Background: an optimization exercise with open tools, aiming at small area, a short achievable clock period and few clock cycles per item. Do not read the settings as production practice. The RTL was checked by simulation tests, not by an equivalence proof against the original design. Power is estimated from default activity; no workload was simulated.

<file path="flow/config.mk">
export PLATFORM = sky130hd
export DESIGN_NAME = si4464_rf_encoder
export DESIGN_NICKNAME = si4464_rf_encoder
export VERILOG_FILES = /design/flow/design.v
export SDC_FILE = /design/flow/constraint.sdc
export NUM_CORES = 4
export LEC_CHECK = 0
export CAP_MARGIN = 20
export CORE_MARGIN = 2
export CORE_UTILIZATION = 40
export CTS_BUF_LIST = sky130_fd_sc_hd__clkbuf_8
export PLACE_DENSITY = 0.6
export SLEW_MARGIN = 20
export SYNTH_HIERARCHICAL = 1
</file>
<file path="flow/flow/run.sh">
#!/bin/bash
# The standard layout (the standard.sh, all ORFS steps from synthesis to
# finish) with one change: the buffers that ORFS puts on every input and
# output port are the smallest buffer cell instead of clkdlybuf4s50_1.
set -euo pipefail
export BUFFER_PORTS_ARGS="-buffer_cell sky130_fd_sc_hd__buf_1"
bash standard.sh > standard.log 2>&1
</file>
<file path="flow/standard.sh">
#!/bin/bash
# synth_recipe.tcl (not shown) runs the flow's synth.tcl, then flattens the netlist and writes it again
# the make line also repeats each setting of config.mk as NAME=value (left out here)
make -C /OpenROAD-flow-scripts/flow DESIGN_CONFIG=/design/flow/config.mk WORK_HOME=/design/flow/orfs CLKGATE_MAP_FILE= SYNTH_SCRIPT=/design/flow/synth_recipe.tcl "${@:-finish}"
</file>
<file path="flow/design.v">
module si4464_rf_encoder #(
    parameter [31:0] FREQ_MIN_HZ    = 32'd400000000,
    parameter [31:0] FREQ_MAX_HZ    = 32'd406000000,
    parameter [31:0] BAND_MID_HZ    = 32'd403000000,
    parameter [7:0]  INT_LOW        = 8'd61,
    parameter [7:0]  INT_HIGH       = 8'd62,
    parameter [31:0] REF_DIVISOR_HZ = 32'd6500000,
    parameter [31:0] XTAL_FREQ_HZ   = 32'd26000000
) (
    input  wire        clk,
    input  wire        rst,         
    input  wire        in_valid,
    output wire        in_ready,
    input  wire [63:0] in_word,     
    input  wire [31:0] in_rb,       
    output reg         out_valid,
    input  wire        out_ready,
    output wire [3:0]  out_status,  
    output wire [2:0]  out_len,     
    output wire [39:0] out_data     
);
    wire [7:0]  opc     = in_word[63:56];
    wire        is_freq = (opc == 8'h11);
    wire        is_dr   = (opc == 8'h12) && (in_word[55:16] == 40'd0);
    wire [31:0] freq_hz = in_word[31:0];
    wire        in_band = (freq_hz >= FREQ_MIN_HZ) && (freq_hz <= FREQ_MAX_HZ);
    wire [1:0]  osr_sel  = in_rb[27:26];
    wire [25:0] nco_mode = in_rb[25:0];
    wire        q_nz = (nco_mode >= 26'd26000000);     
    wire        q2   = (nco_mode >= 26'd52000000);     
    reg  [1:0]  t_in;
    always @(*) begin
        case (osr_sel)
            2'd1:    t_in = q2 ? 2'd3 : 2'd2;
            2'd2:    t_in = q2 ? 2'd2 : 2'd1;
            default: t_in = q2 ? 2'd1 : 2'd0;
        endcase
    end
    wire [23:0] adj_in = opc[1] ? {21'd0, q_nz, t_in} : in_word[55:32];
    reg         s1_valid;
    reg         s1_freq, s1_dr, s1_band;
    reg  [21:0] s1_x;
    reg         s1_f27;
    reg  [23:0] s1_adj;
    wire [21:0] x   = s1_x;
    wire [21:0] xn  = ~x;
    wire        f27 = s1_f27;
    wire        low = !s1_f27 || (s1_x < 22'd346816);
    wire [23:0] adj = s1_adj;
    wire [15:0] bps   = s1_x[15:0];
    wire [1:0]  t     = s1_adj[1:0];
    wire [18:0] bps_t = {3'd0, bps} << t;
    wire [20:0] dr_a  = {bps_t, 2'b00};
    wire [18:0] dr_b  = bps_t;
    wire        sel_d = s1_dr && s1_adj[2];
    wire        sel_f = !s1_dr;
    wire ha0_s, ha0_c;
    si4464_ha u_ha0 (.a(x[19]), .b(x[17]), .s(ha0_s), .co(ha0_c));
    wire ha1_s, ha1_c;
    si4464_ha u_ha1 (.a(x[20]), .b(x[18]), .s(ha1_s), .co(ha1_c));
    wire ha2_s, ha2_c;
    si4464_ha u_ha2 (.a(x[21]), .b(x[19]), .s(ha2_s), .co(ha2_c));
    wire ha3_s, ha3_c;
    si4464_ha u_ha3 (.a(x[20]), .b(x[16]), .s(ha3_s), .co(ha3_c));
    wire ha4_s, ha4_c;
    si4464_ha u_ha4 (.a(x[21]), .b(x[16]), .s(ha4_s), .co(ha4_c));
    wire ha5_s, ha5_c;
    si4464_ha u_ha5 (.a(x[17]), .b(x[11]), .s(ha5_s), .co(ha5_c));
    wire ha6_s, ha6_c;
    si4464_ha u_ha6 (.a(x[19]), .b(x[13]), .s(ha6_s), .co(ha6_c));
    wire fa0_s, fa0_c;
    si4464_fa u_fa0 (.a(x[16]), .b(x[13]), .c(x[10]), .s(fa0_s), .co(fa0_c));
    wire fa1_s, fa1_c;
    si4464_fa u_fa1 (.a(x[17]), .b(x[14]), .c(x[11]), .s(fa1_s), .co(fa1_c));
    wire ha7_s, ha7_c;
    si4464_ha u_ha7 (.a(x[9]), .b(x[5]), .s(ha7_s), .co(ha7_c));
    wire fa2_s, fa2_c;
    si4464_fa u_fa2 (.a(x[18]), .b(x[15]), .c(x[12]), .s(fa2_s), .co(fa2_c));
    wire fa3_s, fa3_c;
    si4464_fa u_fa3 (.a(x[10]), .b(x[6]), .c(x[1]), .s(fa3_s), .co(fa3_c));
    wire ha8_s, ha8_c;
    assign ha8_s = !xn[4];
    assign ha8_c = xn[4];
    wire fa4_s, fa4_c;
    si4464_fa u_fa4 (.a(x[19]), .b(x[16]), .c(x[13]), .s(fa4_s), .co(fa4_c));
    wire fa5_s, fa5_c;
    si4464_fa u_fa5 (.a(x[11]), .b(x[7]), .c(x[2]), .s(fa5_s), .co(fa5_c));
    wire fa6_s, fa6_c;
    si4464_fa u_fa6 (.a(x[20]), .b(x[17]), .c(x[14]), .s(fa6_s), .co(fa6_c));
    wire fa7_s, fa7_c;
    si4464_fa u_fa7 (.a(x[12]), .b(x[8]), .c(x[3]), .s(fa7_s), .co(fa7_c));
    wire fa8_s, fa8_c;
    si4464_fa u_fa8 (.a(x[21]), .b(x[18]), .c(x[15]), .s(fa8_s), .co(fa8_c));
    wire fa9_s, fa9_c;
    si4464_fa u_fa9 (.a(x[13]), .b(x[9]), .c(x[4]), .s(fa9_s), .co(fa9_c));
    wire fa10_s, fa10_c;
    si4464_fa u_fa10 (.a(x[19]), .b(x[16]), .c(x[14]), .s(fa10_s), .co(fa10_c));
    wire fa11_s, fa11_c;
    si4464_fa u_fa11 (.a(x[10]), .b(x[5]), .c(f27), .s(fa11_s), .co(fa11_c));
    wire fa12_s, fa12_c;
    si4464_fa u_fa12 (.a(x[20]), .b(x[17]), .c(x[15]), .s(fa12_s), .co(fa12_c));
    wire fa13_s, fa13_c;
    si4464_fa u_fa13 (.a(x[11]), .b(x[6]), .c(x[0]), .s(fa13_s), .co(fa13_c));
    wire ha9_s, ha9_c;
    assign ha9_s = !xn[9];
    assign ha9_c = xn[9];
    wire fa14_s, fa14_c;
    si4464_fa u_fa14 (.a(x[21]), .b(x[18]), .c(x[16]), .s(fa14_s), .co(fa14_c));
    wire fa15_s, fa15_c;
    si4464_fa u_fa15 (.a(x[12]), .b(x[7]), .c(x[1]), .s(fa15_s), .co(fa15_c));
    wire fa16_s, fa16_c;
    assign fa16_s = !(xn[10] ^ xn[3]);
    assign fa16_c = xn[10] | xn[3];
    wire fa17_s, fa17_c;
    si4464_fa u_fa17 (.a(x[13]), .b(x[8]), .c(x[2]), .s(fa17_s), .co(fa17_c));
    wire fa18_s, fa18_c;
    assign fa18_s = !(x[0] ^ f27);
    assign fa18_c = x[0] | f27;
    wire fa19_s, fa19_c;
    si4464_fa u_fa19 (.a(xn[11]), .b(xn[4]), .c(ha0_s), .s(fa19_s), .co(fa19_c));
    wire fa20_s, fa20_c;
    si4464_fa u_fa20 (.a(x[14]), .b(x[9]), .c(x[3]), .s(fa20_s), .co(fa20_c));
    wire fa21_s, fa21_c;
    assign fa21_s = !(x[1] ^ xn[12]);
    assign fa21_c = x[1] | xn[12];
    wire fa22_s, fa22_c;
    si4464_fa u_fa22 (.a(xn[5]), .b(ha1_s), .c(ha0_c), .s(fa22_s), .co(fa22_c));
    wire fa23_s, fa23_c;
    si4464_fa u_fa23 (.a(x[15]), .b(x[10]), .c(x[4]), .s(fa23_s), .co(fa23_c));
    wire fa24_s, fa24_c;
    si4464_fa u_fa24 (.a(x[2]), .b(x[0]), .c(xn[13]), .s(fa24_s), .co(fa24_c));
    wire fa25_s, fa25_c;
    si4464_fa u_fa25 (.a(xn[6]), .b(ha2_s), .c(ha1_c), .s(fa25_s), .co(fa25_c));
    wire fa26_s, fa26_c;
    si4464_fa u_fa26 (.a(x[11]), .b(x[5]), .c(x[3]), .s(fa26_s), .co(fa26_c));
    wire fa27_s, fa27_c;
    si4464_fa u_fa27 (.a(x[1]), .b(f27), .c(xn[14]), .s(fa27_s), .co(fa27_c));
    wire fa28_s, fa28_c;
    si4464_fa u_fa28 (.a(xn[7]), .b(ha3_s), .c(ha2_c), .s(fa28_s), .co(fa28_c));
    wire fa29_s, fa29_c;
    si4464_fa u_fa29 (.a(x[21]), .b(x[17]), .c(x[12]), .s(fa29_s), .co(fa29_c));
    wire fa30_s, fa30_c;
    si4464_fa u_fa30 (.a(x[6]), .b(x[4]), .c(x[2]), .s(fa30_s), .co(fa30_c));
    wire fa31_s, fa31_c;
    si4464_fa u_fa31 (.a(xn[15]), .b(xn[8]), .c(ha3_c), .s(fa31_s), .co(fa31_c));
    wire fa32_s, fa32_c;
    si4464_fa u_fa32 (.a(x[18]), .b(x[13]), .c(x[7]), .s(fa32_s), .co(fa32_c));
    wire fa33_s, fa33_c;
    si4464_fa u_fa33 (.a(x[5]), .b(x[3]), .c(x[0]), .s(fa33_s), .co(fa33_c));
    wire fa34_s, fa34_c;
    si4464_fa u_fa34 (.a(f27), .b(xn[16]), .c(xn[9]), .s(fa34_s), .co(fa34_c));
    wire fa35_s, fa35_c;
    si4464_fa u_fa35 (.a(x[19]), .b(x[14]), .c(x[8]), .s(fa35_s), .co(fa35_c));
    wire fa36_s, fa36_c;
    si4464_fa u_fa36 (.a(x[6]), .b(x[4]), .c(x[1]), .s(fa36_s), .co(fa36_c));
    wire fa37_s, fa37_c;
    assign fa37_s = !(xn[17] ^ xn[10]);
    assign fa37_c = xn[17] | xn[10];
    wire fa38_s, fa38_c;
    si4464_fa u_fa38 (.a(x[20]), .b(x[15]), .c(x[9]), .s(fa38_s), .co(fa38_c));
    wire fa39_s, fa39_c;
    si4464_fa u_fa39 (.a(x[7]), .b(x[5]), .c(x[2]), .s(fa39_s), .co(fa39_c));
    wire fa40_s, fa40_c;
    si4464_fa u_fa40 (.a(x[0]), .b(xn[18]), .c(xn[11]), .s(fa40_s), .co(fa40_c));
    wire fa41_s, fa41_c;
    si4464_fa u_fa41 (.a(x[10]), .b(x[8]), .c(x[6]), .s(fa41_s), .co(fa41_c));
    wire fa42_s, fa42_c;
    assign fa42_s = !(x[3] ^ x[1]);
    assign fa42_c = x[3] | x[1];
    wire fa43_s, fa43_c;
    si4464_fa u_fa43 (.a(xn[19]), .b(xn[12]), .c(ha4_s), .s(fa43_s), .co(fa43_c));
    wire fa44_s, fa44_c;
    si4464_fa u_fa44 (.a(x[9]), .b(x[7]), .c(x[4]), .s(fa44_s), .co(fa44_c));
    wire fa45_s, fa45_c;
    si4464_fa u_fa45 (.a(x[2]), .b(f27), .c(xn[20]), .s(fa45_s), .co(fa45_c));
    wire fa46_s, fa46_c;
    si4464_fa u_fa46 (.a(xn[13]), .b(ha5_s), .c(ha4_c), .s(fa46_s), .co(fa46_c));
    wire fa47_s, fa47_c;
    si4464_fa u_fa47 (.a(x[18]), .b(x[12]), .c(x[10]), .s(fa47_s), .co(fa47_c));
    wire fa48_s, fa48_c;
    si4464_fa u_fa48 (.a(x[8]), .b(x[5]), .c(x[3]), .s(fa48_s), .co(fa48_c));
    wire fa49_s, fa49_c;
    si4464_fa u_fa49 (.a(xn[21]), .b(xn[14]), .c(ha5_c), .s(fa49_s), .co(fa49_c));
    wire fa50_s, fa50_c;
    si4464_fa u_fa50 (.a(x[11]), .b(x[9]), .c(x[6]), .s(fa50_s), .co(fa50_c));
    wire fa51_s, fa51_c;
    si4464_fa u_fa51 (.a(x[4]), .b(!f27), .c(adj[0]), .s(fa51_s), .co(fa51_c));
    wire fa52_s, fa52_c;
    assign fa52_s = !(xn[15] ^ ha6_s);
    assign fa52_c = xn[15] | ha6_s;
    wire fa53_s, fa53_c;
    si4464_fa u_fa53 (.a(x[20]), .b(x[14]), .c(x[12]), .s(fa53_s), .co(fa53_c));
    wire fa54_s, fa54_c;
    si4464_fa u_fa54 (.a(x[10]), .b(x[7]), .c(x[5]), .s(fa54_s), .co(fa54_c));
    wire fa55_s, fa55_c;
    si4464_fa u_fa55 (.a(adj[1]), .b(xn[16]), .c(ha6_c), .s(fa55_s), .co(fa55_c));
    wire fa56_s, fa56_c;
    si4464_fa u_fa56 (.a(x[21]), .b(x[15]), .c(x[13]), .s(fa56_s), .co(fa56_c));
    wire fa57_s, fa57_c;
    si4464_fa u_fa57 (.a(x[11]), .b(x[8]), .c(x[6]), .s(fa57_s), .co(fa57_c));
    wire ha10_s, ha10_c;
    si4464_ha u_ha10 (.a(adj[2]), .b(xn[17]), .s(ha10_s), .co(ha10_c));
    wire fa58_s, fa58_c;
    si4464_fa u_fa58 (.a(x[16]), .b(x[14]), .c(x[12]), .s(fa58_s), .co(fa58_c));
    wire fa59_s, fa59_c;
    si4464_fa u_fa59 (.a(x[9]), .b(x[7]), .c(f27), .s(fa59_s), .co(fa59_c));
    wire ha11_s, ha11_c;
    si4464_ha u_ha11 (.a(adj[3]), .b(xn[18]), .s(ha11_s), .co(ha11_c));
    wire fa60_s, fa60_c;
    si4464_fa u_fa60 (.a(x[17]), .b(x[15]), .c(x[13]), .s(fa60_s), .co(fa60_c));
    wire fa61_s, fa61_c;
    si4464_fa u_fa61 (.a(x[10]), .b(x[8]), .c(adj[4]), .s(fa61_s), .co(fa61_c));
    wire ha12_s, ha12_c;
    assign ha12_s = !xn[19];
    assign ha12_c = xn[19];
    wire fa62_s, fa62_c;
    si4464_fa u_fa62 (.a(x[18]), .b(x[16]), .c(x[14]), .s(fa62_s), .co(fa62_c));
    wire fa63_s, fa63_c;
    si4464_fa u_fa63 (.a(x[11]), .b(x[9]), .c(adj[5]), .s(fa63_s), .co(fa63_c));
    wire ha13_s, ha13_c;
    assign ha13_s = !xn[20];
    assign ha13_c = xn[20];
    wire fa64_s, fa64_c;
    si4464_fa u_fa64 (.a(x[19]), .b(x[17]), .c(x[15]), .s(fa64_s), .co(fa64_c));
    wire fa65_s, fa65_c;
    si4464_fa u_fa65 (.a(x[12]), .b(x[10]), .c(adj[6]), .s(fa65_s), .co(fa65_c));
    wire fa66_s, fa66_c;
    si4464_fa u_fa66 (.a(x[20]), .b(x[18]), .c(x[16]), .s(fa66_s), .co(fa66_c));
    wire ha14_s, ha14_c;
    si4464_ha u_ha14 (.a(x[13]), .b(x[11]), .s(ha14_s), .co(ha14_c));
    wire fa67_s, fa67_c;
    si4464_fa u_fa67 (.a(x[21]), .b(x[19]), .c(x[17]), .s(fa67_s), .co(fa67_c));
    wire ha15_s, ha15_c;
    si4464_ha u_ha15 (.a(x[20]), .b(x[18]), .s(ha15_s), .co(ha15_c));
    wire fa68_s, fa68_c;
    si4464_fa u_fa68 (.a(x[8]), .b(x[4]), .c(!f27), .s(fa68_s), .co(fa68_c));
    wire fa69_s, fa69_c;
    assign fa69_s = !(x[0] ^ xn[3]);
    assign fa69_c = x[0] | xn[3];
    wire ha16_s, ha16_c;
    si4464_ha u_ha16 (.a(ha7_s), .b(fa0_c), .s(ha16_s), .co(ha16_c));
    wire fa70_s, fa70_c;
    si4464_fa u_fa70 (.a(ha8_s), .b(ha7_c), .c(fa1_c), .s(fa70_s), .co(fa70_c));
    wire fa71_s, fa71_c;
    si4464_fa u_fa71 (.a(fa2_s), .b(fa3_s), .c(!low), .s(fa71_s), .co(fa71_c));
    wire fa72_s, fa72_c;
    si4464_fa u_fa72 (.a(xn[5]), .b(ha8_c), .c(fa2_c), .s(fa72_s), .co(fa72_c));
    wire fa73_s, fa73_c;
    si4464_fa u_fa73 (.a(fa3_c), .b(fa4_s), .c(fa5_s), .s(fa73_s), .co(fa73_c));
    wire fa74_s, fa74_c;
    assign fa74_s = !(xn[6] ^ fa4_c);
    assign fa74_c = xn[6] | fa4_c;
    wire fa75_s, fa75_c;
    si4464_fa u_fa75 (.a(fa5_c), .b(fa6_s), .c(fa7_s), .s(fa75_s), .co(fa75_c));
    wire fa76_s, fa76_c;
    si4464_fa u_fa76 (.a(xn[7]), .b(xn[0]), .c(fa6_c), .s(fa76_s), .co(fa76_c));
    wire fa77_s, fa77_c;
    si4464_fa u_fa77 (.a(fa7_c), .b(fa8_s), .c(fa9_s), .s(fa77_s), .co(fa77_c));
    wire fa78_s, fa78_c;
    si4464_fa u_fa78 (.a(xn[8]), .b(xn[1]), .c(fa8_c), .s(fa78_s), .co(fa78_c));
    wire fa79_s, fa79_c;
    si4464_fa u_fa79 (.a(fa9_c), .b(fa10_s), .c(fa11_s), .s(fa79_s), .co(fa79_c));
    wire fa80_s, fa80_c;
    si4464_fa u_fa80 (.a(xn[2]), .b(ha9_s), .c(fa10_c), .s(fa80_s), .co(fa80_c));
    wire fa81_s, fa81_c;
    si4464_fa u_fa81 (.a(fa11_c), .b(fa12_s), .c(fa13_s), .s(fa81_s), .co(fa81_c));
    wire fa82_s, fa82_c;
    si4464_fa u_fa82 (.a(ha9_c), .b(fa16_s), .c(fa12_c), .s(fa82_s), .co(fa82_c));
    wire fa83_s, fa83_c;
    si4464_fa u_fa83 (.a(fa13_c), .b(fa14_s), .c(fa15_s), .s(fa83_s), .co(fa83_c));
    wire fa84_s, fa84_c;
    si4464_fa u_fa84 (.a(fa18_s), .b(fa16_c), .c(fa14_c), .s(fa84_s), .co(fa84_c));
    wire fa85_s, fa85_c;
    si4464_fa u_fa85 (.a(fa15_c), .b(fa17_s), .c(fa19_s), .s(fa85_s), .co(fa85_c));
    wire fa86_s, fa86_c;
    si4464_fa u_fa86 (.a(fa18_c), .b(fa21_s), .c(fa17_c), .s(fa86_s), .co(fa86_c));
    wire fa87_s, fa87_c;
    si4464_fa u_fa87 (.a(fa20_s), .b(fa19_c), .c(fa22_s), .s(fa87_s), .co(fa87_c));
    wire fa88_s, fa88_c;
    si4464_fa u_fa88 (.a(fa21_c), .b(fa20_c), .c(fa23_s), .s(fa88_s), .co(fa88_c));
    wire fa89_s, fa89_c;
    si4464_fa u_fa89 (.a(fa24_s), .b(fa22_c), .c(fa25_s), .s(fa89_s), .co(fa89_c));
    wire fa90_s, fa90_c;
    si4464_fa u_fa90 (.a(fa23_c), .b(fa26_s), .c(fa24_c), .s(fa90_s), .co(fa90_c));
    wire fa91_s, fa91_c;
    si4464_fa u_fa91 (.a(fa27_s), .b(fa25_c), .c(fa28_s), .s(fa91_s), .co(fa91_c));
    wire fa92_s, fa92_c;
    si4464_fa u_fa92 (.a(fa26_c), .b(fa29_s), .c(fa30_s), .s(fa92_s), .co(fa92_c));
    wire fa93_s, fa93_c;
    si4464_fa u_fa93 (.a(fa27_c), .b(fa28_c), .c(fa31_s), .s(fa93_s), .co(fa93_c));
    wire fa94_s, fa94_c;
    si4464_fa u_fa94 (.a(fa29_c), .b(fa30_c), .c(fa32_s), .s(fa94_s), .co(fa94_c));
    wire fa95_s, fa95_c;
    si4464_fa u_fa95 (.a(fa33_s), .b(fa34_s), .c(fa31_c), .s(fa95_s), .co(fa95_c));
    wire fa96_s, fa96_c;
    si4464_fa u_fa96 (.a(fa37_s), .b(fa32_c), .c(fa33_c), .s(fa96_s), .co(fa96_c));
    wire fa97_s, fa97_c;
    si4464_fa u_fa97 (.a(fa35_s), .b(fa36_s), .c(fa34_c), .s(fa97_s), .co(fa97_c));
    wire fa98_s, fa98_c;
    si4464_fa u_fa98 (.a(fa37_c), .b(fa35_c), .c(fa36_c), .s(fa98_s), .co(fa98_c));
    wire fa99_s, fa99_c;
    si4464_fa u_fa99 (.a(fa38_s), .b(fa39_s), .c(fa40_s), .s(fa99_s), .co(fa99_c));
    wire fa100_s, fa100_c;
    si4464_fa u_fa100 (.a(fa42_s), .b(fa38_c), .c(fa39_c), .s(fa100_s), .co(fa100_c));
    wire fa101_s, fa101_c;
    si4464_fa u_fa101 (.a(fa41_s), .b(fa40_c), .c(fa43_s), .s(fa101_s), .co(fa101_c));
    wire fa102_s, fa102_c;
    si4464_fa u_fa102 (.a(fa42_c), .b(fa41_c), .c(fa44_s), .s(fa102_s), .co(fa102_c));
    wire fa103_s, fa103_c;
    si4464_fa u_fa103 (.a(fa45_s), .b(fa43_c), .c(fa46_s), .s(fa103_s), .co(fa103_c));
    wire fa104_s, fa104_c;
    si4464_fa u_fa104 (.a(fa44_c), .b(fa47_s), .c(fa48_s), .s(fa104_s), .co(fa104_c));
    wire fa105_s, fa105_c;
    si4464_fa u_fa105 (.a(fa45_c), .b(fa46_c), .c(fa49_s), .s(fa105_s), .co(fa105_c));
    wire fa106_s, fa106_c;
    si4464_fa u_fa106 (.a(fa47_c), .b(fa48_c), .c(fa50_s), .s(fa106_s), .co(fa106_c));
    wire fa107_s, fa107_c;
    si4464_fa u_fa107 (.a(fa51_s), .b(fa52_s), .c(fa49_c), .s(fa107_s), .co(fa107_c));
    wire fa108_s, fa108_c;
    si4464_fa u_fa108 (.a(fa50_c), .b(fa51_c), .c(fa53_s), .s(fa108_s), .co(fa108_c));
    wire fa109_s, fa109_c;
    si4464_fa u_fa109 (.a(fa54_s), .b(fa52_c), .c(fa55_s), .s(fa109_s), .co(fa109_c));
    wire fa110_s, fa110_c;
    si4464_fa u_fa110 (.a(ha10_s), .b(fa53_c), .c(fa54_c), .s(fa110_s), .co(fa110_c));
    wire fa111_s, fa111_c;
    si4464_fa u_fa111 (.a(fa56_s), .b(fa57_s), .c(fa55_c), .s(fa111_s), .co(fa111_c));
    wire fa112_s, fa112_c;
    si4464_fa u_fa112 (.a(ha11_s), .b(ha10_c), .c(fa56_c), .s(fa112_s), .co(fa112_c));
    wire fa113_s, fa113_c;
    si4464_fa u_fa113 (.a(fa57_c), .b(fa58_s), .c(fa59_s), .s(fa113_s), .co(fa113_c));
    wire fa114_s, fa114_c;
    si4464_fa u_fa114 (.a(ha12_s), .b(ha11_c), .c(fa58_c), .s(fa114_s), .co(fa114_c));
    wire fa115_s, fa115_c;
    si4464_fa u_fa115 (.a(fa59_c), .b(fa60_s), .c(fa61_s), .s(fa115_s), .co(fa115_c));
    wire fa116_s, fa116_c;
    si4464_fa u_fa116 (.a(ha12_c), .b(ha13_s), .c(fa60_c), .s(fa116_s), .co(fa116_c));
    wire fa117_s, fa117_c;
    si4464_fa u_fa117 (.a(fa61_c), .b(fa62_s), .c(fa63_s), .s(fa117_s), .co(fa117_c));
    wire fa118_s, fa118_c;
    si4464_fa u_fa118 (.a(xn[21]), .b(ha13_c), .c(fa62_c), .s(fa118_s), .co(fa118_c));
    wire fa119_s, fa119_c;
    si4464_fa u_fa119 (.a(fa63_c), .b(fa64_s), .c(fa65_s), .s(fa119_s), .co(fa119_c));
    wire fa120_s, fa120_c;
    si4464_fa u_fa120 (.a(!f27), .b(adj[7]), .c(ha14_s), .s(fa120_s), .co(fa120_c));
    wire fa121_s, fa121_c;
    si4464_fa u_fa121 (.a(fa64_c), .b(fa65_c), .c(fa66_s), .s(fa121_s), .co(fa121_c));
    wire fa122_s, fa122_c;
    si4464_fa u_fa122 (.a(x[14]), .b(x[12]), .c(adj[8]), .s(fa122_s), .co(fa122_c));
    wire fa123_s, fa123_c;
    si4464_fa u_fa123 (.a(ha14_c), .b(fa66_c), .c(fa67_s), .s(fa123_s), .co(fa123_c));
    wire fa124_s, fa124_c;
    si4464_fa u_fa124 (.a(x[15]), .b(x[13]), .c(f27), .s(fa124_s), .co(fa124_c));
    wire fa125_s, fa125_c;
    si4464_fa u_fa125 (.a(adj[9]), .b(ha15_s), .c(fa67_c), .s(fa125_s), .co(fa125_c));
    wire fa126_s, fa126_c;
    si4464_fa u_fa126 (.a(x[21]), .b(x[19]), .c(x[16]), .s(fa126_s), .co(fa126_c));
    wire fa127_s, fa127_c;
    si4464_fa u_fa127 (.a(x[14]), .b(adj[10]), .c(ha15_c), .s(fa127_s), .co(fa127_c));
    wire fa128_s, fa128_c;
    si4464_fa u_fa128 (.a(x[20]), .b(x[17]), .c(x[15]), .s(fa128_s), .co(fa128_c));
    wire fa129_s, fa129_c;
    assign fa129_s = !(f27 ^ adj[11]);
    assign fa129_c = f27 | adj[11];
    wire fa130_s, fa130_c;
    si4464_fa u_fa130 (.a(x[21]), .b(x[18]), .c(x[16]), .s(fa130_s), .co(fa130_c));
    wire fa131_s, fa131_c;
    si4464_fa u_fa131 (.a(x[19]), .b(x[17]), .c(f27), .s(fa131_s), .co(fa131_c));
    wire ha17_s, ha17_c;
    si4464_ha u_ha17 (.a(x[20]), .b(x[18]), .s(ha17_s), .co(ha17_c));
    wire ha18_s, ha18_c;
    assign ha18_s = !xn[2];
    assign ha18_c = xn[2];
    wire fa132_s, fa132_c;
    si4464_fa u_fa132 (.a(fa69_s), .b(fa68_c), .c(fa1_s), .s(fa132_s), .co(fa132_c));
    wire fa133_s, fa133_c;
    si4464_fa u_fa133 (.a(fa69_c), .b(ha16_c), .c(fa70_s), .s(fa133_s), .co(fa133_c));
    wire fa134_s, fa134_c;
    si4464_fa u_fa134 (.a(fa70_c), .b(fa72_s), .c(fa73_s), .s(fa134_s), .co(fa134_c));
    wire fa135_s, fa135_c;
    si4464_fa u_fa135 (.a(fa74_s), .b(fa72_c), .c(fa73_c), .s(fa135_s), .co(fa135_c));
    wire fa136_s, fa136_c;
    si4464_fa u_fa136 (.a(fa74_c), .b(fa76_s), .c(fa75_c), .s(fa136_s), .co(fa136_c));
    wire fa137_s, fa137_c;
    si4464_fa u_fa137 (.a(fa76_c), .b(fa78_s), .c(fa77_c), .s(fa137_s), .co(fa137_c));
    wire fa138_s, fa138_c;
    si4464_fa u_fa138 (.a(fa78_c), .b(fa80_s), .c(fa79_c), .s(fa138_s), .co(fa138_c));
    wire fa139_s, fa139_c;
    si4464_fa u_fa139 (.a(fa80_c), .b(fa82_s), .c(fa81_c), .s(fa139_s), .co(fa139_c));
    wire fa140_s, fa140_c;
    si4464_fa u_fa140 (.a(fa82_c), .b(fa84_s), .c(fa83_c), .s(fa140_s), .co(fa140_c));
    wire fa141_s, fa141_c;
    si4464_fa u_fa141 (.a(fa84_c), .b(fa86_s), .c(fa85_c), .s(fa141_s), .co(fa141_c));
    wire fa142_s, fa142_c;
    si4464_fa u_fa142 (.a(fa86_c), .b(fa88_s), .c(fa87_c), .s(fa142_s), .co(fa142_c));
    wire fa143_s, fa143_c;
    si4464_fa u_fa143 (.a(fa88_c), .b(fa90_s), .c(fa89_c), .s(fa143_s), .co(fa143_c));
    wire fa144_s, fa144_c;
    si4464_fa u_fa144 (.a(fa92_s), .b(fa90_c), .c(fa91_c), .s(fa144_s), .co(fa144_c));
    wire fa145_s, fa145_c;
    si4464_fa u_fa145 (.a(fa92_c), .b(fa94_s), .c(fa95_s), .s(fa145_s), .co(fa145_c));
    wire fa146_s, fa146_c;
    si4464_fa u_fa146 (.a(fa96_s), .b(fa94_c), .c(fa97_s), .s(fa146_s), .co(fa146_c));
    wire fa147_s, fa147_c;
    si4464_fa u_fa147 (.a(fa96_c), .b(fa98_s), .c(fa97_c), .s(fa147_s), .co(fa147_c));
    wire fa148_s, fa148_c;
    si4464_fa u_fa148 (.a(fa98_c), .b(fa100_s), .c(fa99_c), .s(fa148_s), .co(fa148_c));
    wire fa149_s, fa149_c;
    si4464_fa u_fa149 (.a(fa100_c), .b(fa102_s), .c(fa101_c), .s(fa149_s), .co(fa149_c));
    wire fa150_s, fa150_c;
    si4464_fa u_fa150 (.a(fa102_c), .b(fa104_s), .c(fa103_c), .s(fa150_s), .co(fa150_c));
    wire fa151_s, fa151_c;
    si4464_fa u_fa151 (.a(fa104_c), .b(fa106_s), .c(fa107_s), .s(fa151_s), .co(fa151_c));
    wire fa152_s, fa152_c;
    si4464_fa u_fa152 (.a(fa106_c), .b(fa108_s), .c(fa107_c), .s(fa152_s), .co(fa152_c));
    wire fa153_s, fa153_c;
    si4464_fa u_fa153 (.a(fa110_s), .b(fa108_c), .c(fa111_s), .s(fa153_s), .co(fa153_c));
    wire fa154_s, fa154_c;
    si4464_fa u_fa154 (.a(fa110_c), .b(fa112_s), .c(fa113_s), .s(fa154_s), .co(fa154_c));
    wire fa155_s, fa155_c;
    si4464_fa u_fa155 (.a(fa112_c), .b(fa114_s), .c(fa113_c), .s(fa155_s), .co(fa155_c));
    wire fa156_s, fa156_c;
    si4464_fa u_fa156 (.a(fa114_c), .b(fa116_s), .c(fa115_c), .s(fa156_s), .co(fa156_c));
    wire fa157_s, fa157_c;
    si4464_fa u_fa157 (.a(fa116_c), .b(fa118_s), .c(fa117_c), .s(fa157_s), .co(fa157_c));
    wire fa158_s, fa158_c;
    si4464_fa u_fa158 (.a(fa120_s), .b(fa118_c), .c(fa119_c), .s(fa158_s), .co(fa158_c));
    wire fa159_s, fa159_c;
    si4464_fa u_fa159 (.a(fa122_s), .b(fa120_c), .c(fa121_c), .s(fa159_s), .co(fa159_c));
    wire fa160_s, fa160_c;
    si4464_fa u_fa160 (.a(fa122_c), .b(fa124_s), .c(fa125_s), .s(fa160_s), .co(fa160_c));
    wire fa161_s, fa161_c;
    si4464_fa u_fa161 (.a(fa124_c), .b(fa126_s), .c(fa127_s), .s(fa161_s), .co(fa161_c));
    wire fa162_s, fa162_c;
    si4464_fa u_fa162 (.a(fa129_s), .b(fa126_c), .c(fa128_s), .s(fa162_s), .co(fa162_c));
    wire fa163_s, fa163_c;
    si4464_fa u_fa163 (.a(adj[12]), .b(fa129_c), .c(fa128_c), .s(fa163_s), .co(fa163_c));
    wire fa164_s, fa164_c;
    assign fa164_s = !(adj[13] ^ fa130_c);
    assign fa164_c = adj[13] | fa130_c;
    wire fa165_s, fa165_c;
    assign fa165_s = !(adj[14] ^ ha17_s);
    assign fa165_c = adj[14] | ha17_s;
    wire fa166_s, fa166_c;
    si4464_fa u_fa166 (.a(x[21]), .b(x[19]), .c(adj[15]), .s(fa166_s), .co(fa166_c));
    wire ha19_s, ha19_c;
    si4464_ha u_ha19 (.a(x[20]), .b(f27), .s(ha19_s), .co(ha19_c));
    wire ha20_s, ha20_c;
    si4464_ha u_ha20 (.a(x[21]), .b(adj[17]), .s(ha20_s), .co(ha20_c));
    wire ha21_s, ha21_c;
    si4464_ha u_ha21 (.a(ha18_s), .b(fa68_s), .s(ha21_s), .co(ha21_c));
    wire fa167_s, fa167_c;
    si4464_fa u_fa167 (.a(ha18_c), .b(ha16_s), .c(fa132_s), .s(fa167_s), .co(fa167_c));
    wire fa168_s, fa168_c;
    si4464_fa u_fa168 (.a(fa132_c), .b(fa71_s), .c(fa133_s), .s(fa168_s), .co(fa168_c));
    wire fa169_s, fa169_c;
    si4464_fa u_fa169 (.a(fa71_c), .b(fa133_c), .c(fa134_s), .s(fa169_s), .co(fa169_c));
    wire fa170_s, fa170_c;
    si4464_fa u_fa170 (.a(fa75_s), .b(fa135_s), .c(fa134_c), .s(fa170_s), .co(fa170_c));
    wire fa171_s, fa171_c;
    si4464_fa u_fa171 (.a(fa77_s), .b(fa135_c), .c(fa136_s), .s(fa171_s), .co(fa171_c));
    wire fa172_s, fa172_c;
    si4464_fa u_fa172 (.a(fa79_s), .b(fa136_c), .c(fa137_s), .s(fa172_s), .co(fa172_c));
    wire fa173_s, fa173_c;
    si4464_fa u_fa173 (.a(fa81_s), .b(fa137_c), .c(fa138_s), .s(fa173_s), .co(fa173_c));
    wire fa174_s, fa174_c;
    si4464_fa u_fa174 (.a(fa83_s), .b(fa138_c), .c(fa139_s), .s(fa174_s), .co(fa174_c));
    wire fa175_s, fa175_c;
    si4464_fa u_fa175 (.a(fa85_s), .b(fa139_c), .c(fa140_s), .s(fa175_s), .co(fa175_c));
    wire fa176_s, fa176_c;
    si4464_fa u_fa176 (.a(fa87_s), .b(fa140_c), .c(fa141_s), .s(fa176_s), .co(fa176_c));
    wire fa177_s, fa177_c;
    si4464_fa u_fa177 (.a(fa89_s), .b(fa141_c), .c(fa142_s), .s(fa177_s), .co(fa177_c));
    wire fa178_s, fa178_c;
    si4464_fa u_fa178 (.a(fa91_s), .b(fa142_c), .c(fa143_s), .s(fa178_s), .co(fa178_c));
    wire fa179_s, fa179_c;
    si4464_fa u_fa179 (.a(fa93_s), .b(fa143_c), .c(fa144_s), .s(fa179_s), .co(fa179_c));
    wire fa180_s, fa180_c;
    si4464_fa u_fa180 (.a(fa93_c), .b(fa144_c), .c(fa145_s), .s(fa180_s), .co(fa180_c));
    wire fa181_s, fa181_c;
    si4464_fa u_fa181 (.a(fa95_c), .b(fa146_s), .c(fa145_c), .s(fa181_s), .co(fa181_c));
    wire fa182_s, fa182_c;
    si4464_fa u_fa182 (.a(fa99_s), .b(fa147_s), .c(fa146_c), .s(fa182_s), .co(fa182_c));
    wire fa183_s, fa183_c;
    si4464_fa u_fa183 (.a(fa101_s), .b(fa147_c), .c(fa148_s), .s(fa183_s), .co(fa183_c));
    wire fa184_s, fa184_c;
    si4464_fa u_fa184 (.a(fa103_s), .b(fa148_c), .c(fa149_s), .s(fa184_s), .co(fa184_c));
    wire fa185_s, fa185_c;
    si4464_fa u_fa185 (.a(fa105_s), .b(fa149_c), .c(fa150_s), .s(fa185_s), .co(fa185_c));
    wire fa186_s, fa186_c;
    si4464_fa u_fa186 (.a(fa105_c), .b(fa150_c), .c(fa151_s), .s(fa186_s), .co(fa186_c));
    wire fa187_s, fa187_c;
    si4464_fa u_fa187 (.a(fa109_s), .b(fa152_s), .c(fa151_c), .s(fa187_s), .co(fa187_c));
    wire fa188_s, fa188_c;
    si4464_fa u_fa188 (.a(fa109_c), .b(fa152_c), .c(fa153_s), .s(fa188_s), .co(fa188_c));
    wire fa189_s, fa189_c;
    si4464_fa u_fa189 (.a(fa111_c), .b(fa154_s), .c(fa153_c), .s(fa189_s), .co(fa189_c));
    wire fa190_s, fa190_c;
    si4464_fa u_fa190 (.a(fa115_s), .b(fa155_s), .c(fa154_c), .s(fa190_s), .co(fa190_c));
    wire fa191_s, fa191_c;
    si4464_fa u_fa191 (.a(fa117_s), .b(fa155_c), .c(fa156_s), .s(fa191_s), .co(fa191_c));
    wire fa192_s, fa192_c;
    si4464_fa u_fa192 (.a(fa119_s), .b(fa156_c), .c(fa157_s), .s(fa192_s), .co(fa192_c));
    wire fa193_s, fa193_c;
    si4464_fa u_fa193 (.a(fa121_s), .b(fa157_c), .c(fa158_s), .s(fa193_s), .co(fa193_c));
    wire fa194_s, fa194_c;
    si4464_fa u_fa194 (.a(fa123_s), .b(fa158_c), .c(fa159_s), .s(fa194_s), .co(fa194_c));
    wire fa195_s, fa195_c;
    si4464_fa u_fa195 (.a(fa123_c), .b(fa159_c), .c(fa160_s), .s(fa195_s), .co(fa195_c));
    wire fa196_s, fa196_c;
    si4464_fa u_fa196 (.a(fa125_c), .b(fa161_s), .c(fa160_c), .s(fa196_s), .co(fa196_c));
    wire fa197_s, fa197_c;
    si4464_fa u_fa197 (.a(fa127_c), .b(fa162_s), .c(fa161_c), .s(fa197_s), .co(fa197_c));
    wire fa198_s, fa198_c;
    si4464_fa u_fa198 (.a(fa130_s), .b(fa163_s), .c(fa162_c), .s(fa198_s), .co(fa198_c));
    wire fa199_s, fa199_c;
    si4464_fa u_fa199 (.a(fa131_s), .b(fa164_s), .c(fa163_c), .s(fa199_s), .co(fa199_c));
    wire fa200_s, fa200_c;
    si4464_fa u_fa200 (.a(fa131_c), .b(fa165_s), .c(fa164_c), .s(fa200_s), .co(fa200_c));
    wire fa201_s, fa201_c;
    si4464_fa u_fa201 (.a(ha17_c), .b(fa166_s), .c(fa165_c), .s(fa201_s), .co(fa201_c));
    wire fa202_s, fa202_c;
    si4464_fa u_fa202 (.a(adj[16]), .b(ha19_s), .c(fa166_c), .s(fa202_s), .co(fa202_c));
    wire fa203_s, fa203_c;
    assign fa203_s = !(ha20_s ^ ha19_c);
    assign fa203_c = ha20_s | ha19_c;
    wire fa204_s, fa204_c;
    si4464_fa u_fa204 (.a(f27), .b(adj[18]), .c(ha20_c), .s(fa204_s), .co(fa204_c));
    wire fa205_s, fa205_c;
    assign fa205_s = !(adj[19] ^ low);
    assign fa205_c = adj[19] | low;
    wire ha22_s, ha22_c;
    assign ha22_s = !adj[20];
    assign ha22_c = adj[20];
    wire ha23_s, ha23_c;
    assign ha23_s = !adj[21];
    assign ha23_c = adj[21];
    wire ha24_s, ha24_c;
    assign ha24_s = !adj[22];
    assign ha24_c = adj[22];
    wire g0 = ha21_s & fa0_s;
    wire p0 = ha21_s | fa0_s;
    wire g1 = fa167_s & ha21_c;
    wire p1 = fa167_s | ha21_c;
    wire g2 = fa168_s & fa167_c;
    wire p2 = fa168_s | fa167_c;
    wire g3 = fa169_s & fa168_c;
    wire p3 = fa169_s | fa168_c;
    wire g4 = fa170_s & fa169_c;
    wire p4 = fa170_s | fa169_c;
    wire g5 = fa171_s & fa170_c;
    wire p5 = fa171_s | fa170_c;
    wire g6 = fa172_s & fa171_c;
    wire p6 = fa172_s | fa171_c;
    wire g7 = fa173_s & fa172_c;
    wire p7 = fa173_s | fa172_c;
    wire g8 = fa174_s & fa173_c;
    wire p8 = fa174_s | fa173_c;
    wire g9 = fa175_s & fa174_c;
    wire p9 = fa175_s | fa174_c;
    wire g10 = fa176_s & fa175_c;
    wire p10 = fa176_s | fa175_c;
    wire g11 = fa177_s & fa176_c;
    wire p11 = fa177_s | fa176_c;
    wire g12 = fa178_s & fa177_c;
    wire p12 = fa178_s | fa177_c;
    wire g13 = fa179_s & fa178_c;
    wire p13 = fa179_s | fa178_c;
    wire g14 = fa180_s & fa179_c;
    wire p14 = fa180_s | fa179_c;
    wire g15 = fa181_s & fa180_c;
    wire p15 = fa181_s | fa180_c;
    wire g16 = fa182_s & fa181_c;
    wire p16 = fa182_s | fa181_c;
    wire g17 = fa183_s & fa182_c;
    wire p17 = fa183_s | fa182_c;
    wire g18 = fa184_s & fa183_c;
    wire p18 = fa184_s | fa183_c;
    wire g19 = fa185_s & fa184_c;
    wire p19 = fa185_s | fa184_c;
    wire a20 = (sel_f & fa186_s) | (sel_d & dr_a[0]);
    wire b20 = (sel_f & fa185_c) | (sel_d & dr_b[0]);
    wire a21 = (sel_f & fa187_s) | (sel_d & dr_a[1]);
    wire b21 = (sel_f & fa186_c) | (sel_d & dr_b[1]);
    wire a22 = (sel_f & fa188_s) | (sel_d & dr_a[2]);
    wire b22 = (sel_f & fa187_c) | (sel_d & dr_b[2]);
    wire a23 = (sel_f & fa189_s) | (sel_d & dr_a[3]);
    wire b23 = (sel_f & fa188_c) | (sel_d & dr_b[3]);
    wire a24 = (sel_f & fa190_s) | (sel_d & dr_a[4]);
    wire b24 = (sel_f & fa189_c) | (sel_d & dr_b[4]);
    wire a25 = (sel_f & fa191_s) | (sel_d & dr_a[5]);
    wire b25 = (sel_f & fa190_c) | (sel_d & dr_b[5]);
    wire a26 = (sel_f & fa192_s) | (sel_d & dr_a[6]);
    wire b26 = (sel_f & fa191_c) | (sel_d & dr_b[6]);
    wire a27 = (sel_f & fa193_s) | (sel_d & dr_a[7]);
    wire b27 = (sel_f & fa192_c) | (sel_d & dr_b[7]);
    wire a28 = (sel_f & fa194_s) | (sel_d & dr_a[8]);
    wire b28 = (sel_f & fa193_c) | (sel_d & dr_b[8]);
    wire a29 = (sel_f & fa195_s) | (sel_d & dr_a[9]);
    wire b29 = (sel_f & fa194_c) | (sel_d & dr_b[9]);
    wire a30 = (sel_f & fa196_s) | (sel_d & dr_a[10]);
    wire b30 = (sel_f & fa195_c) | (sel_d & dr_b[10]);
    wire a31 = (sel_f & fa197_s) | (sel_d & dr_a[11]);
    wire b31 = (sel_f & fa196_c) | (sel_d & dr_b[11]);
    wire a32 = (sel_f & fa198_s) | (sel_d & dr_a[12]);
    wire b32 = (sel_f & fa197_c) | (sel_d & dr_b[12]);
    wire a33 = (sel_f & fa199_s) | (sel_d & dr_a[13]);
    wire b33 = (sel_f & fa198_c) | (sel_d & dr_b[13]);
    wire a34 = (sel_f & fa200_s) | (sel_d & dr_a[14]);
    wire b34 = (sel_f & fa199_c) | (sel_d & dr_b[14]);
    wire a35 = (sel_f & fa201_s) | (sel_d & dr_a[15]);
    wire b35 = (sel_f & fa200_c) | (sel_d & dr_b[15]);
    wire a36 = (sel_f & fa202_s) | (sel_d & dr_a[16]);
    wire b36 = (sel_f & fa201_c) | (sel_d & dr_b[16]);
    wire a37 = (sel_f & fa203_s) | (sel_d & dr_a[17]);
    wire b37 = (sel_f & fa202_c) | (sel_d & dr_b[17]);
    wire a38 = (sel_f & fa204_s) | (sel_d & dr_a[18]);
    wire b38 = (sel_f & fa203_c) | (sel_d & dr_b[18]);
    wire a39 = (sel_f & fa205_s) | (sel_d & dr_a[19]);
    wire b39 = (sel_f & fa204_c) | (sel_d & 1'b0);
    wire a40 = (sel_f & ha22_s) | (sel_d & dr_a[20]);
    wire b40 = (sel_f & fa205_c) | (sel_d & 1'b0);
    wire a41 = (sel_f & ha23_s) | (sel_d & 1'b0);
    wire b41 = (sel_f & ha22_c) | (sel_d & 1'b0);
    wire a42 = ha24_s;
    wire b42 = ha23_c;
    wire a43 = !adj[23];
    wire b43 = ha24_c;
    wire a44 = 1'b1;
    wire b44 = 1'b0;
    wire m0_g = g1 | (p1 & g0);
    wire m1_g = g2 | (p2 & m0_g);
    wire m2_g = g4 | (p4 & g3);
    wire m2_p = p4 & p3;
    wire m3_g = m2_g | (m2_p & m1_g);
    wire m4_g = g6 | (p6 & g5);
    wire m4_p = p6 & p5;
    wire m5_g = g7 | (p7 & m4_g);
    wire m5_p = p7 & m4_p;
    wire m6_g = g9 | (p9 & g8);
    wire m6_p = p9 & p8;
    wire m7_g = m6_g | (m6_p & m5_g);
    wire m7_p = m6_p & m5_p;
    wire m8_g = m7_g | (m7_p & m3_g);
    wire m9_g = g11 | (p11 & g10);
    wire m9_p = p11 & p10;
    wire m10_g = g12 | (p12 & m9_g);
    wire m10_p = p12 & m9_p;
    wire m11_g = g14 | (p14 & g13);
    wire m11_p = p14 & p13;
    wire m12_g = m11_g | (m11_p & m10_g);
    wire m12_p = m11_p & m10_p;
    wire m13_g = g16 | (p16 & g15);
    wire m13_p = p16 & p15;
    wire m14_g = g17 | (p17 & m13_g);
    wire m14_p = p17 & m13_p;
    wire m15_g = g19 | (p19 & g18);
    wire m15_p = p19 & p18;
    wire m16_g = m15_g | (m15_p & m14_g);
    wire m16_p = m15_p & m14_p;
    wire m17_g = m16_g | (m16_p & m12_g);
    wire m17_p = m16_p & m12_p;
    wire m18_g = m17_g | (m17_p & m8_g);
    wire c20 = sel_f & m18_g;
    wire s20, c21;
    si4464_fa u_r20 (.a(a20), .b(b20), .c(c20), .s(s20), .co(c21));
    wire s21, c22;
    si4464_fa u_r21 (.a(a21), .b(b21), .c(c21), .s(s21), .co(c22));
    wire s22, c23;
    si4464_fa u_r22 (.a(a22), .b(b22), .c(c22), .s(s22), .co(c23));
    wire s23, c24;
    si4464_fa u_r23 (.a(a23), .b(b23), .c(c23), .s(s23), .co(c24));
    wire s24, c25;
    si4464_fa u_r24 (.a(a24), .b(b24), .c(c24), .s(s24), .co(c25));
    wire s25, c26;
    si4464_fa u_r25 (.a(a25), .b(b25), .c(c25), .s(s25), .co(c26));
    wire s26, c27;
    si4464_fa u_r26 (.a(a26), .b(b26), .c(c26), .s(s26), .co(c27));
    wire s27, c28;
    si4464_fa u_r27 (.a(a27), .b(b27), .c(c27), .s(s27), .co(c28));
    wire s28, c29;
    si4464_fa u_r28 (.a(a28), .b(b28), .c(c28), .s(s28), .co(c29));
    wire s29, c30;
    si4464_fa u_r29 (.a(a29), .b(b29), .c(c29), .s(s29), .co(c30));
    wire s30, c31;
    si4464_fa u_r30 (.a(a30), .b(b30), .c(c30), .s(s30), .co(c31));
    wire s31, c32;
    si4464_fa u_r31 (.a(a31), .b(b31), .c(c31), .s(s31), .co(c32));
    wire s32, c33;
    si4464_fa u_r32 (.a(a32), .b(b32), .c(c32), .s(s32), .co(c33));
    wire s33, c34;
    si4464_fa u_r33 (.a(a33), .b(b33), .c(c33), .s(s33), .co(c34));
    wire s34, c35;
    si4464_fa u_r34 (.a(a34), .b(b34), .c(c34), .s(s34), .co(c35));
    wire s35, c36;
    si4464_fa u_r35 (.a(a35), .b(b35), .c(c35), .s(s35), .co(c36));
    wire s36, c37;
    si4464_fa u_r36 (.a(a36), .b(b36), .c(c36), .s(s36), .co(c37));
    wire s37, c38;
    si4464_fa u_r37 (.a(a37), .b(b37), .c(c37), .s(s37), .co(c38));
    wire s38, c39;
    si4464_fa u_r38 (.a(a38), .b(b38), .c(c38), .s(s38), .co(c39));
    wire s39, c40;
    si4464_fa u_r39 (.a(a39), .b(b39), .c(c39), .s(s39), .co(c40));
    wire s40, c41;
    si4464_fa u_r40 (.a(a40), .b(b40), .c(c40), .s(s40), .co(c41));
    wire s41, c42;
    si4464_fa u_r41 (.a(a41), .b(b41), .c(c41), .s(s41), .co(c42));
    wire s42, c43;
    si4464_fa u_r42 (.a(a42), .b(b42), .c(c42), .s(s42), .co(c43));
    wire s43, c44;
    si4464_fa u_r43 (.a(a43), .b(b43), .c(c43), .s(s43), .co(c44));
    wire s44 = a44 ^ b44 ^ c44;
    wire [24:0] sum = {s44, s43, s42, s41, s40, s39, s38, s37, s36, s35, s34, s33, s32, s31, s30, s29, s28, s27, s26, s25, s24, s23, s22, s21, s20};
    wire        f_ok   = s1_freq && s1_band && !sum[24];
    wire        f_bad  = s1_freq && !(s1_band && !sum[24]);
    wire        ill    = !s1_freq && !s1_dr;
    wire [23:0] val    = (f_ok || s1_dr) ? sum[23:0] : 24'd0;
    wire [28:0] res    = {f_ok, s1_dr, f_bad, ill, !low, val};
    reg [28:0] h, k;
    reg        h_isf, h_isd;
    reg        k_valid, in_rdy;
    assign in_ready = in_rdy;
    wire take   = out_valid && out_ready;
    wire accept = in_valid && in_rdy;
    wire full   = out_valid && k_valid;
    wire move   = s1_valid && !full;        
    wire s1_en  = !(s1_valid && full);      
    wire h_en   = !out_valid || take;
    wire s1_valid_nx = s1_en ? accept : 1'b1;
    wire out_valid_nx = h_en ? (k_valid || move) : 1'b1;
    wire k_valid_nx = k_valid ? !take : (move && out_valid && !take);
    always @(posedge clk) begin
        if (rst) begin
            s1_valid  <= 1'b0;
            out_valid <= 1'b0;
            k_valid   <= 1'b0;
            in_rdy    <= 1'b1;
        end else begin
            s1_valid  <= s1_valid_nx;
            out_valid <= out_valid_nx;
            k_valid   <= k_valid_nx;
            in_rdy    <= !(s1_valid_nx && out_valid_nx && k_valid_nx);
        end
    end
    always @(posedge clk) begin
        if (s1_en) begin
            s1_freq <= is_freq;
            s1_dr   <= is_dr;
            s1_band <= in_band;
            s1_x    <= freq_hz[21:0];
            s1_f27  <= freq_hz[27];
            s1_adj  <= adj_in;
        end
    end
    wire [28:0] h_src = k_valid ? k : res;
    always @(posedge clk) begin
        if (!k_valid) k <= res;
        if (h_en) begin
            h     <= h_src;
            h_isf <= h_src[28] || h_src[26];    
            h_isd <= h_src[27] || h_src[25];    
        end
    end
    wire        r_fok  = h[28];
    wire        r_dok  = h[27];
    wire        r_fbad = h[26];
    wire        r_ill  = h[25];
    wire        r_nhi  = h[24];
    wire [23:0] v      = h[23:0];       
    assign out_status = {r_ill, r_ill, r_fbad, r_fbad || r_ill};
    assign out_len    = {r_fok, r_dok, r_fok || r_dok};
    assign out_data[39:32] = {1'b0, r_dok && v[21], r_fok || (r_dok && v[20]),
                              r_fok || (r_dok && v[19]), r_fok || (r_dok && v[18]),
                              r_fok || (r_dok && v[17]), r_dok && v[16],
                              (r_fok && r_nhi) || (r_dok && v[15])};
    assign out_data[31:24] = r_dok ? v[14:7] : 8'd0;
    assign out_data[23:16] = (r_fok ? v[23:16] : 8'd0) | (h_isd ? {v[6:0], 1'b0} : 8'd0);
    assign out_data[15:0]  = h_isf ? v[15:0] : 16'd0;
endmodule
module si4464_fa (input wire a, input wire b, input wire c,
                  output wire s, output wire co);
    assign s  = a ^ b ^ c;
    assign co = (a & b) | (a & c) | (b & c);
endmodule
module si4464_ha (input wire a, input wire b, output wire s, output wire co);
    assign s  = a ^ b;
    assign co = a & b;
endmodule
</file>
<file path="flow/constraint.sdc">
create_clock -name core_clock -period 70.0 [get_ports {clk}]
set_input_delay 14.0000 -clock core_clock [delete_from_list [all_inputs] [get_ports {clk}]]
set_output_delay 14.0000 -clock core_clock [all_outputs]
set_load 0.01 [all_outputs]
</file>
==> flow_results.xml <==
<?xml version="1.0" encoding="UTF-8"?>
<metrics>
  <group name="die">
    <metric name="floorplan.core_area" unit="mm^2">0.0258</metric>
    <metric name="die_area" unit="mm^2">0.0274</metric>
    <metric name="die_y" unit="um">166</metric>
    <metric name="start_util" unit="%">40.4</metric>
    <metric name="row_count" unit="">59</metric>
    <metric name="floorplan.io_pins" unit="">149</metric>
    <metric name="die-width" unit="um">166</metric>
  </group>
  <group name="timing">
    <metric name="finalClockSkew" unit="ns">0.0124</metric>
    <metric name="report.final.hold_viol_count" unit="">0</metric>
    <metric name="relSlewSlack" unit="%">35.0</metric>
    <metric name="setup-violations-final" unit="">0</metric>
    <metric name="timing.final.crit_period" unit="ns">15.51</metric>
    <metric name="timing.final.max_slew_violations" unit="">0</metric>
    <metric name="setup_total_negative_slack" unit="ns">0</metric>
    <metric name="max_clock_freq" unit="MHz">64.5</metric>
    <metric name="post-route-period-util" unit="%">22.2</metric>
    <metric name="rsz_0062_raised_after_global_routing" unit="">false</metric>
    <metric name="timing_worst_slew_pin_value" unit="ns">0.975</metric>
    <metric name="hold-worst-slack" unit="ns">0.487</metric>
  </group>
  <group name="synth">
    <metric name="post_synthesis_instance_area" unit="mm^2">0.0104</metric>
    <metric name="synth_simple_gate_area_share" unit="%">7.99</metric>
    <metric name="synth-seq-cells" unit="">114</metric>
    <metric name="postSynth.asyncResetShare" unit="%">0</metric>
    <metric name="top_flip_flop_cell_by_instance_count_after_synthesis" unit="">sky130_fd_sc_hd__edfxtp_1</metric>
    <metric name="synth.top_cells.by_area" unit="">sky130_fd_sc_hd__fa_1 42%, sky130_fd_sc_hd__edfxtp_1 23%, sky130_fd_sc_hd__dfxtp_1 6.3%</metric>
    <metric name="synth-compound-area-share" unit="%">10.7</metric>
    <metric name="synth_top_family_by_area" unit="">adder cells</metric>
    <metric name="syn-instance-count" unit="">809</metric>
    <metric name="synth_sequential_area_ratio" unit="%">29.6</metric>
    <metric name="mux_share_of_post_synthesis_cell_area" unit="%">1.15</metric>
    <metric name="yosys.area_share.xor_xnor" unit="%">0</metric>
    <metric name="mappedNetlistNets" unit="">1158</metric>
    <metric name="synth_adder_area_share" unit="%">45.6</metric>
    <metric name="synthDominantAreaCellType" unit="">sky130_fd_sc_hd__fa_1</metric>
    <metric name="post_synth.cell_area_avg" unit="um^2">12.9</metric>
    <metric name="netlist-cell-type-count" unit="">58</metric>
    <metric name="number_of_flops_mapped_to_enable_cells_by_yosys" unit="">81</metric>
    <metric name="yosys_warnings" unit="">7</metric>
    <metric name="post-synth-top-area-fraction" unit="%">41.6</metric>
  </group>
  <group name="min_path">
    <metric name="worst_hold_startpoint" unit="">k[4]</metric>
    <metric name="min_delay_path_depth" unit="">1</metric>
    <metric name="hold_path_class" unit="">reg -&gt; reg</metric>
    <metric name="worstHoldEndpoint" unit="">k[4]</metric>
  </group>
  <group name="clock_network">
    <metric name="worst_setup_hold_path_clk_slew" unit="ns">0.08</metric>
    <metric name="cts.repair.resized" unit="">0</metric>
    <metric name="cts_num_sinks" unit="">114</metric>
    <metric name="clkLatencyLatePin" unit="ns">0.44</metric>
    <metric name="cts_made_buffers" unit="">17</metric>
    <metric name="cts_htree_levels" unit="">4</metric>
    <metric name="root_buffer" unit="">sky130_fd_sc_hd__clkbuf_8</metric>
    <metric name="cts_tree" unit="">built</metric>
    <metric name="ctsHoldBuffers" unit="">0</metric>
    <metric name="cts.path.max_buffers" unit="">2</metric>
    <metric name="cts_post_setup_buffers_inserted" unit="">0</metric>
  </group>
  <group name="drt">
    <metric name="detail_route.iter0.violations" unit="">408</metric>
    <metric name="route.vias.total" unit="">6709</metric>
    <metric name="detailedRoute.firstPassIterationCount" unit="">4</metric>
    <metric name="drc" unit="">0</metric>
    <metric name="drt-total-wl" unit="um">24700</metric>
    <metric name="avgViaCountPerCell" unit="">5.16</metric>
    <metric name="antenna_left" unit="">0</metric>
    <metric name="avgRoutedWirePerCell" unit="um">19.0</metric>
  </group>
  <group name="cells_and_area">
    <metric name="final_nets" unit="">1301</metric>
    <metric name="fillerInstances" unit="">2358</metric>
    <metric name="final_layout_size_suffix_gt1_share" unit="%">5.80</metric>
    <metric name="area_growth" unit="%">12.9</metric>
    <metric name="antenna_cells_inserted" unit="">0</metric>
    <metric name="final_core_utilization" unit="%">45.6</metric>
  </group>
  <group name="status">
    <metric name="run_status" unit="">timing/DRC/antenna clean</metric>
  </group>
  <group name="pwr">
    <metric name="share_clk_of_total_power" unit="%">20.1</metric>
    <metric name="p_int" unit="W">0.000203</metric>
    <metric name="p_per_area" unit="mW/mm^2">28.9</metric>
    <metric name="switching_share" unit="%">40.7</metric>
    <metric name="total_power" unit="W">0.000341</metric>
    <metric name="power_frac_comb" unit="%">56.7</metric>
    <metric name="switchingPower" unit="W">0.000139</metric>
    <metric name="p_seq_share" unit="%">23.2</metric>
    <metric name="max-vdd-ir-drop" unit="V">0.0000167</metric>
    <metric name="power.leakage" unit="nW">4.64</metric>
  </group>
  <group name="grt">
    <metric name="overflow" unit="">0</metric>
    <metric name="grt_start_max_net_pins" unit="">52</metric>
    <metric name="grtUsageTotal" unit="%">19.2</metric>
    <metric name="global_route_wire_length_before_repair" unit="um">38600</metric>
    <metric name="antenna_violations_before_repair" unit="">0</metric>
    <metric name="grt_pass1_vias" unit="">6972</metric>
  </group>
  <group name="critical_path">
    <metric name="cp_max_fo" unit="">15</metric>
    <metric name="critical_path_required" unit="ns">56.00</metric>
    <metric name="crit_type" unit="">reg -&gt; out</metric>
    <metric name="endpoint_kind" unit="">output pin</metric>
    <metric name="rr_worst_depth" unit="">39</metric>
    <metric name="r2r_path_start" unit="">s1_f27</metric>
    <metric name="reg2reg_slack" unit="ns">55.03</metric>
    <metric name="critical_path.reg2reg.endpoint" unit="">h[10]</metric>
    <metric name="cp_data_arrival_time" unit="ns">1.51</metric>
    <metric name="startpoint_class_of_the_critical_path" unit="">flip-flop</metric>
  </group>
  <group name="place">
    <metric name="dp_hpwl" unit="um">19000</metric>
    <metric name="gp_congestion" unit="">0.885</metric>
    <metric name="place.port_buffers" unit="">136</metric>
  </group>
  <group name="flow_run">
    <metric name="max-cap-violations" unit="">0</metric>
  </group>
</metrics>
flip-flops by register name, summed over array words and instances, names as in the netlist, 22 cells and up:
| register | flops |
|---|---|
| s1_x | 22 |
| h | 29 |
| k | 29 |
| s1_adj | 24 |
Yosys stat by module, one instance, submodules excluded:
module / cell area [um^2] / flops+latches / cells / times used
si4464_rf_encoder: 5890 / 114 / 575 / 1
si4464_fa: 20.0 / 0 / 1 / 217
si4464_ha: 12.5 / 0 / 1 / 17
cell usage after synthesis, types with 2 or more instances:
cell                       instances
sky130_fd_sc_hd__nand3_1          11
sky130_fd_sc_hd__dfxtp_1          33
sky130_fd_sc_hd__and4_1            2
sky130_fd_sc_hd__buf_4             8
sky130_fd_sc_hd__nor2_1           14
sky130_fd_sc_hd__nand2b_1          5
sky130_fd_sc_hd__o22ai_1           9
sky130_fd_sc_hd__o211ai_1          2
sky130_fd_sc_hd__nor2b_1          26
sky130_fd_sc_hd__o31ai_1           3
sky130_fd_sc_hd__buf_2             8
sky130_fd_sc_hd__edfxtp_1         81
sky130_fd_sc_hd__mux2i_1          12
sky130_fd_sc_hd__nand2_1          20
sky130_fd_sc_hd__or2_2             4
sky130_fd_sc_hd__and3_1            2
sky130_fd_sc_hd__or4_1             4
sky130_fd_sc_hd__o311ai_0          2
sky130_fd_sc_hd__inv_1            97
sky130_fd_sc_hd__and2_1           29
sky130_fd_sc_hd__a31oi_1           4
sky130_fd_sc_hd__o22a_1           13
sky130_fd_sc_hd__a22o_1           32
sky130_fd_sc_hd__nor3_1            5
sky130_fd_sc_hd__o21ai_0          49
sky130_fd_sc_hd__nand4_1           4
sky130_fd_sc_hd__nor4b_1           3
sky130_fd_sc_hd__clkbuf_1         12
sky130_fd_sc_hd__fa_1            217
sky130_fd_sc_hd__ha_1             32
sky130_fd_sc_hd__a21oi_1          18
sky130_fd_sc_hd__nor4_1           10
sky130_fd_sc_hd__a21o_1            5
sky130_fd_sc_hd__o21ai_1           5
sky130_fd_sc_hd__a22oi_1           3
sky130_fd_sc_hd__o221ai_1          2
sky130_fd_sc_hd__o41ai_1           2
stage by stage:
| step | setup slack [ns] | cell area [um^2] | instances |
|---|---|---|---|
| finish | 54.49 | 11800 | 1300 |
| global route | 54.34 | 11800 | 1300 |
| CTS | 54.45 | 11800 | 1300 |
| detailed placement | 54.51 | 11400 | 1268 |
| global placement | 54.47 | 11400 | 1268 |
| floorplan | 54.80 | 10400 | 809 |
power groups by stage:
stage	Clock [W]	Combinational, W	Sequential, W
floorplan	0	0.000137	0.0000802
global placement	0	0.000190	0.0000808
detailed placement	0	0.000194	0.0000809
CTS	0.0000701	0.000194	0.0000794
global route	0.0000735	0.000219	0.0000798
finish	0.0000687	0.000193	0.0000792
how the worst max path moves through the flow:
stage | start | end | slack [ns] | depth (start not counted)
finish | h[28] | out_len[0] | 54.49 | 2
global route | h[28] | out_len[0] | 54.34 | 2
CTS | h[28] | out_len[0] | 54.45 | 2
detailed placement | in_word[28] | s1_band | 54.51 | 6
global placement | in_word[28] | s1_band | 54.47 | 6
floorplan | out_ready | h[0] | 54.80 | 1
per-layer routing:
metal | track usage, % | share of wire (%)
met1 | 28.5 | 47
met2 | 28.6 | 45
met3 | 4.35 | 6.2
met4 | 4.74 | 1.5
met5 | 0 | 0
final cells by class:
type / count / area, um^2 / share of cell area, %
clock buffers: 18 / 248 / 2.10
repair buffers: 152 / 631 / 5.35
clock inverters: 14 / 188 / 1.59
multi-input cells: 570 / 6850 / 58.1
inverters: 97 / 364 / 3.09
flip-flops and latches: 114 / 3090 / 26.2
well taps: 335 / 419 / 3.56
logic make-up (layout without fill, tap and decap cells):
family                     after synthesis  count (layout)
other                                    1               1
muxes                                   12              12
AOI/OAI and AO/OA                      162             162
buffers and inverters                  125             281
DFF                                    114             114
adders and majority gates              251             251
and+or+nand+nor                        144             144
worst max-delay path, stage by stage (launching register included):
cell                       delay, ns
sky130_fd_sc_hd__edfxtp_1       0.59
sky130_fd_sc_hd__or2_2          0.36
sky130_fd_sc_hd__buf_1          0.13
placed cells by master, fill, tap and decap left out, types with 9 or more instances in the layout:
cell,count
sky130_fd_sc_hd__fa_1,217
sky130_fd_sc_hd__buf_1,136
sky130_fd_sc_hd__nand2_1,20
sky130_fd_sc_hd__a21oi_1,18
sky130_fd_sc_hd__clkbuf_8,18
sky130_fd_sc_hd__and2_1,29
sky130_fd_sc_hd__inv_1,99
sky130_fd_sc_hd__mux2i_1,12
sky130_fd_sc_hd__edfxtp_1,81
sky130_fd_sc_hd__nand3_1,10
sky130_fd_sc_hd__o22a_1,13
sky130_fd_sc_hd__ha_1,32
sky130_fd_sc_hd__dfxtp_1,33
sky130_fd_sc_hd__nor2_1,14
sky130_fd_sc_hd__o22ai_1,9
sky130_fd_sc_hd__buf_4,16
sky130_fd_sc_hd__nor2b_1,26
sky130_fd_sc_hd__a22o_1,32
sky130_fd_sc_hd__o21ai_0,49
sky130_fd_sc_hd__nor4_1,10
Testbench counts, summed over its fixed seeds: cycles 16,016, items 16,000.

afterwards: timing with drivers on the ports:
No port has a modelled driver above. Below, the same layout with a new extraction and two added sets of constraints. Step 1 (the two cells are an assumption about what drives the block):
set clk [get_ports {clk}]
set_driving_cell -lib_cell sky130_fd_sc_hd__clkbuf_16 $clk
set_driving_cell -lib_cell sky130_fd_sc_hd__buf_2 [delete_from_list [all_inputs] $clk]
Step 2 times the ports against the registers' clock, not the clock port: input delays grow and output delays shrink by t, the midpoint of the rising clock arrivals with the driver on. Slacks: ideal / step 1 / step 2; pairs: ideal / step 1.
t (ns): 0.466
setup WS [ns]: 54.487 / 54.451 / 54.502
worst setup path at the end: input to register
clock arrival spread, ns: 0.012 / 0.013
After both steps this run still meets setup and hold. For this run, drivers alone change the setup slack by -0.036 ns; drivers and shift together by +0.015 ns.
